This design comes from an exercise in tuning for small area and few clock cycles on the open sky130 flow, not from production work. In this exercise RTL edits were held to simulation tests only and were not proved equivalent to the original. No activity file was given, so power comes from the tool's default toggle rates.

run A:
// i2cc_top
module i2cc_top (
    input  wire        clk,
    input  wire        rst,
    input  wire        host_req,
    input  wire        host_we,
    input  wire [10:0] host_addr,
    input  wire [31:0] host_wdata,
    output reg  [31:0] host_rdata,
    output reg         host_err,
    output wire        irq,
    output wire        bus_req,
    output reg  [2:0]  bus_act,
    output reg  [7:0]  bus_data,
    input  wire        bus_done,
    input  wire [1:0]  bus_resp,
    input  wire        bus_rx_valid,
    input  wire [7:0]  bus_rx_data
);
For scale: ~5,900 cells after synthesis, about 2,300 flip-flops, about 110 I/O pins.
Settings: LEC_CHECK=0, CAP_MARGIN=30, CORE_MARGIN=2, CORE_UTILIZATION=50, PLACE_DENSITY=0.7, SETUP_SLACK_MARGIN=0.2, SLEW_MARGIN=30; clock period 10.0 ns.
standard.sh (not shown) runs the stock make flow with config.mk's settings and CLKGATE_MAP_FILE= SYNTH_SCRIPT=/design/flow/synth_recipe.tcl, a recipe that flattens the netlist after the stock synthesis.
==> flow/flow/run.sh <==
#!/bin/bash
set -euo pipefail
HERE=$(pwd)
python3 - "$HERE" <<'PY'
import sys, re, os, shlex
here = sys.argv[1]
flow_home = os.environ["FLOW_HOME"]
# ORFS's synth.tcl with its abc call given our script
s = open(os.path.join(flow_home, "scripts", "synth.tcl")).read()
old = "log_cmd abc {*}$abc_args"
assert s.count(old) == 1, "abc call not found in synth.tcl"
s = s.replace(old, "log_cmd abc -script %s/flow/abc.script {*}[lrange $abc_args 2 end]" % here)
open(os.path.join(here, "synth_abc.tcl"), "w").write(s)
# The standard flow's synthesis script, sourcing that copy
b = open(os.path.join(here, "synth_recipe.tcl")).read()
old = "source $::env(SCRIPTS_DIR)/synth.tcl"
assert b.count(old) == 1, "synth.tcl not sourced by synth_recipe.tcl"
open(os.path.join(here, "own_synth.tcl"), "w").write(b.replace(old, "source %s/synth_abc.tcl" % here))
# standard.sh, with that synthesis script
t = open(os.path.join(here, "standard.sh")).read()
t2, n = re.subn(r"SYNTH_SCRIPT=\S+", "SYNTH_SCRIPT=%s/own_synth.tcl" % here, t)
assert n == 1, "SYNTH_SCRIPT not found in standard.sh"
open(os.path.join(here, "own_standard.sh"), "w").write(t2)
# standard.sh, with our clock tree synthesis arguments
args = " ".join(open(os.path.join(here, "flow", "cts_args.txt")).read().split())
t3, n = re.subn(r"SYNTH_SCRIPT=\S+", lambda m: m.group(0) + " " + shlex.quote("CTS_ARGS=" + args), t)
assert n == 1
open(os.path.join(here, "cts_standard.sh"), "w").write(t3)
PY
bash own_standard.sh synth > synth.log 2>&1
bash standard.sh place > place.log 2>&1
bash cts_standard.sh cts > cts.log 2>&1
bash standard.sh > route.log 2>&1
==> flow/flow/abc.script <==
strash
&get -n
&st
&deepsyn -T 60
&dch -f
&nf
&put
==> flow/flow/cts_args.txt <==
-sink_clustering_enable -repair_clock_nets -sink_clustering_size 25 -sink_clustering_max_diameter 60 -buf_list sky130_fd_sc_hd__clkbuf_16 -dont_use_dummy_load
Run A completed; timing, DRC and antenna clean
Testbench counts of run A, summed over its fixed seeds: cycles 107,415.
Inputs modified between run A and run B:
==> flow/flow/cts_args.txt <==
-sink_clustering_enable -repair_clock_nets -sink_clustering_size 25 -sink_clustering_max_diameter 80 -buf_list sky130_fd_sc_hd__clkbuf_16 -dont_use_dummy_load
[summary]
Run B did not stop at any stage, and its layout met the timing, design-rule and antenna checks. Cmp run B vs run A: critical path depth lower in run B. On core utilization, run B and run A are basically level. Run B — cell row count 0.65% lower, run A as reference.
Inputs modified between run B and run C:
- PLACE_DENSITY: 0.7 -> 0.8
- CORE_UTILIZATION: 50 -> 60
==> flow/flow/cts_args.txt <==
-sink_clustering_enable -repair_clock_nets -sink_clustering_size 20 -sink_clustering_max_diameter 80 -buf_list sky130_fd_sc_hd__clkbuf_16 -dont_use_dummy_load
## What came out
Run C vs. run B: share of the clock period used by the worst path went down by 3.8 points. Sort run C and run B by clock buffer instance count of the final layout asc -> top: run B. On weighted congestion at the end of routability-driven global placement, the lower figure sits with run C, not run B. In terms of parity-gate share of the synthesized area counting xor and xnor cells, run C and run B differ only marginally. Number of buffers and inverters on the critical path: run C vs run B down 1. Going from run B to run C, the inverter count was found to have gone up by 11. Diff run C and run B: arrival time of data at the critical path endpoint lower in run C. Start point of the critical path = j[1]: run C; start point of the critical path = host_addr[10]: run B.
diff inputs: run C => run D
- changing PLACE_DENSITY from 0.8 to 0.7
- changing CORE_UTILIZATION from 60 to 50
Results
Re max-capacitance violation count: no difference whatsoever between run C and run D. Run D against run C: design area increased 1400 µm²; post-CTS setup-driven buffer insertion count essentially unchanged; combinational gate power essentially unchanged.

port drivers added, routing unchanged:
The results above use ideal ports. As a check the final layouts listed here were re-extracted and re-timed, cells and wires unchanged. Step 1: set_driving_cell puts a clkbuf_16 on clk and a buf_2 on each other input, an assumption about the parent block. Step 2 also shifts input and output timing later by t, the mid clock arrival at the registers, as if the neighbouring blocks saw the same clock. Slacks: ideal ports / drivers / drivers and shift; pairs: ideal ports / drivers.
run	shift t [ns]	setup WS [ns]	slew at the worst register clock pin (ns)	worst slew at a driven data input, ns	cell pins on the clock port's net
run A	0.909	0.737 / 0.797 / -0.112	0.10 / 0.10	0.07	1
run B	0.922	0.482 / 0.557 / -0.365	0.11 / 0.11	0.07	1
run C	0.872	0.863 / 0.863 / 0.227	0.10 / 0.10	0.33	1
run D	0.899	0.863 / 0.923 / 0.024	0.09 / 0.09	0.07	1
Met with ideal ports but missed after step 2: setup timing in run A and run B. For run A, which loses most, drivers alone change the setup slack by +0.060 ns; drivers and shift together by -0.849 ns.
